From an optimization exercise on the open Yosys and OpenROAD flow, aimed at small area; shortcuts taken in it are not production practice.
In this exercise RTL edits were held to simulation tests only and were not proved equivalent to the original.
Power figures rest on the tool's default switching activity, not on a simulated workload.

## sdadc_engine
module sdadc_engine (
    input  wire        clk,
    input  wire        rst,           
    input  wire        tick_i,        
    input  wire        cmd_valid,
    input  wire [31:0] cmd_word,
    output wire        cmd_ready,
    output reg         rsp_valid,
    output wire [2:0]  rsp_status,
    output wire [31:0] rsp_value,
    output wire [3:0]  rsp_recn,
    input  wire        reg_wr_en,
    input  wire [2:0]  reg_wr_addr,
    input  wire [31:0] reg_wr_data,
    input  wire [3:0]  reg_rd_addr,
    output wire [31:0] reg_rd_data,
    input  wire        pin_grant,
    output wire        sclk_o,
    output wire        sclk_oe,
    output wire        din_o,
    output wire        din_oe,
    output wire        dout_o,
    output wire        dout_oe,
    input  wire        dout_i
);
For scale: ~1,900 cells after synthesis, ~480 flip-flops, about 160 I/O pins.
Settings: LEC_CHECK=0, CAP_MARGIN=20, CORE_MARGIN=2, CORE_UTILIZATION=40, SLEW_MARGIN=20, SYNTH_HIERARCHICAL=1, SYNTH_MINIMUM_KEEP_SIZE=0; clock period 10.0 ns.
standard.sh (not shown) runs the stock make flow with config.mk's settings and CLKGATE_MAP_FILE= SYNTH_SCRIPT=/design/flow/synth_recipe.tcl, a recipe that flattens the netlist after the stock synthesis.
==> flow/flow/run.sh <==
#!/bin/bash
# Layout flow: the standard flow (standard.sh) with these changes
#  - synthesis maps the logic with an area-oriented ABC script (amap) instead
#    of ORFS's delay-oriented one; the Yosys steps, and so the registers, are
#    the standard synthesis's;
#  - every port still gets a buffer, but a buf_1 instead of the default pick;
#  - the clock tree is built from clkbuf_8 without dummy loads.
# Each make run's full output goes to its own log file here.
set -uo pipefail
here=$(pwd)

# a copy of ORFS's scripts whose only change is the ABC script
rm -rf "$here/scripts_area"
cp -r "$FLOW_HOME/scripts" "$here/scripts_area"
cp "$here/flow/abc_area_map.script" "$here/scripts_area/abc_speed.script"

bash standard.sh SCRIPTS_DIR="$here/scripts_area" synth > "$here/synth.log" 2>&1 || exit 1

export BUFFER_PORTS_ARGS="-buffer_cell sky130_fd_sc_hd__buf_1"
export CTS_ARGS="-sink_clustering_enable -repair_clock_nets -sink_clustering_size 12 -sink_clustering_max_diameter 45 -buf_list {sky130_fd_sc_hd__clkbuf_4 sky130_fd_sc_hd__clkbuf_8} -dont_use_dummy_load"
bash standard.sh > "$here/layout.log" 2>&1
==> flow/flow/abc_area_map.script <==
strash
dc2
dch
amap
strash
dch
amap
strash
dch
amap
topo
stime -c
The starting point ran to the end with no violations.
Next try:
--- a/flow/flow/run.sh
+++ b/flow/flow/run.sh
@@ -20 +20,3 @@
-export CTS_ARGS="-sink_clustering_enable -repair_clock_nets -sink_clustering_size 12 -sink_clustering_max_diameter 45 -buf_list {sky130_fd_sc_hd__clkbuf_4 sky130_fd_sc_hd__clkbuf_8} -dont_use_dummy_load"
+# repair buffering with buf_2 and smaller
+export DONT_USE_CELLS="sky130_fd_sc_hd__buf_4 sky130_fd_sc_hd__buf_6 sky130_fd_sc_hd__buf_8 sky130_fd_sc_hd__buf_12 sky130_fd_sc_hd__buf_16"
+export CTS_ARGS="-sink_clustering_enable -repair_clock_nets -sink_clustering_size 16 -sink_clustering_max_diameter 60 -buf_list sky130_fd_sc_hd__clkbuf_8 -dont_use_dummy_load"
The new run passed the timing, design-rule and antenna checks.
Utilization shrinks by 0.45 points.
Die area does not change.
Combinational power hardly moves.
Sequential power stays flat.
Wire length falls by 0.44%.
Final area goes down by 0.99%.
Via count stays flat.
Next try:
--- a/flow/flow/run.sh
+++ b/flow/flow/run.sh
@@ -20,2 +19,0 @@
-# repair buffering with buf_2 and smaller
-export DONT_USE_CELLS="sky130_fd_sc_hd__buf_4 sky130_fd_sc_hd__buf_6 sky130_fd_sc_hd__buf_8 sky130_fd_sc_hd__buf_12 sky130_fd_sc_hd__buf_16"
What happened: Setup slack does not change; non-clock buffer count does not change; sequential share of layout area does not change; clock power is about the same; routed wire length is unchanged; hold slack is unchanged; clock skew stays the same.

* * *

fjord:
Another version of the RTL of sdadc_engine (not shown whole).
For scale: roughly 2000 cells after synthesis, about 160 I/O pins, roughly 23000 um2 of cells after synthesis.
export LEC_CHECK = 0
export CAP_MARGIN = 20
export CORE_MARGIN = 2
export CORE_UTILIZATION = 40
export SLEW_MARGIN = 20
create_clock -name core_clock -period 10.0 [get_ports {clk}]
run.sh (not shown) runs the stock make flow with config.mk's settings and CLKGATE_MAP_FILE= SYNTH_SCRIPT=/design/flow/synth_recipe.tcl, a recipe that flattens the netlist after the stock synthesis.
Stock flow here: none of the scripts above is used.
fjord: all stages complete, timing, DRC and antenna checks passed
Relative to fjord, the following input files were edited for zinc:
# fjord
export LEC_CHECK = 0
export CAP_MARGIN = 20
export CORE_MARGIN = 2
export CORE_UTILIZATION = 40
export SLEW_MARGIN = 20
create_clock -name core_clock -period 10.0 [get_ports {clk}]
# zinc
export LEC_CHECK = 0
export CAP_MARGIN = 20
export CORE_MARGIN = 2
export CORE_UTILIZATION = 40
export CTS_BUF_LIST = sky130_fd_sc_hd__clkbuf_8
export CTS_CLUSTER_DIAMETER = 60
export CTS_CLUSTER_SIZE = 16
export SLEW_MARGIN = 20
create_clock -name core_clock -period 10.0 [get_ports {clk}]
==> flow/flow/run.sh (new file) <==
#!/bin/bash
# Layout flow: the standard flow (standard.sh) with three changes
#  - synthesis maps the logic with an area-oriented ABC script (amap) instead
#    of ORFS's delay-oriented one; the Yosys steps, and so the registers, are
#    the standard synthesis's;
#  - every port still gets a buffer, but a buf_1 instead of the default pick;
#  - the clock tree settings come from config.mk as usual.
set -uo pipefail
here=$(pwd)

# a copy of ORFS's scripts whose only change is the ABC script
rm -rf "$here/scripts_area"
cp -r "$FLOW_HOME/scripts" "$here/scripts_area"
cp "$here/flow/abc_area_map.script" "$here/scripts_area/abc_speed.script"

bash standard.sh SCRIPTS_DIR="$here/scripts_area" synth > "$here/synth.log" 2>&1 || exit 1

export BUFFER_PORTS_ARGS="-buffer_cell sky130_fd_sc_hd__buf_1"
bash standard.sh > "$here/layout.log" 2>&1
==> flow/flow/abc_area_map.script (new file) <==
strash
dc2
dch
amap
topo
stime -c
==> flow/standard.sh (new file) <==
#!/bin/bash
# synth_recipe.tcl (not shown) runs the flow's synth.tcl, then flattens the netlist and writes it again
# the make line also repeats each setting of config.mk as NAME=value (left out here)
make -C /OpenROAD-flow-scripts/flow DESIGN_CONFIG=/design/flow/config.mk WORK_HOME=/design/flow/orfs CLKGATE_MAP_FILE= SYNTH_SCRIPT=/design/flow/synth_recipe.tcl "${@:-finish}"
removed: flow/run.sh
==> summary.txt <==
- Compared with fjord, zinc shows a simple-gate area share of the yosys netlist that is 2.9 points lower.
- zinc gives less post-place instance area than fjord did.
- Diff fjord -> zinc: non-clock buffer count went down 1, count of inserted tapcells went down about 8%.
- Leakage dissipation (zinc over fjord): decrease, 15%
- Diff fjord -> zinc | final-stage net count | up slightly
- Re final critical delay including setup and external delays: zinc is 0.33 ns down on fjord.
- zinc: final cell count is 58 lower than what fjord reported.
- Compared with fjord, zinc shows a higher logic depth of the worst path, buffers included.
- Comparing final area for zinc and fjord, the smaller number came from zinc.
- Across both runs, final worst-path cycle share was lower for zinc than for fjord.

==> re-timing with driven ports <==
Ports are ideal in the flow. The routed layouts listed here were re-timed in OpenROAD.
Step 1 assumes that a clkbuf_16 drives the clock port and a buf_2 every other input.
Step 2 times the ports against the registers' clock, not the clock port: input delays grow and output delays shrink by t, the midpoint of the rising clock arrivals with the driver on.
a / b / c = ideal / step 1 / step 2; a / b = the first two.
run | t (ns) | slack for setup (ns) | cell pins on the clock port's net
the first run of note 1 | 0.710 | 3.767 / 3.728 / 3.702 | 1
the second run of note 1 | 0.666 | 3.798 / 3.758 / 3.724 | 1
the third run of note 1 | 0.666 | 3.798 / 3.758 / 3.724 | 1
fjord | 0.665 | 2.679 / 2.653 / 2.653 | 1
zinc | 0.715 | 3.012 / 2.990 / 2.990 | 1
After both steps every run listed still meets setup and hold.
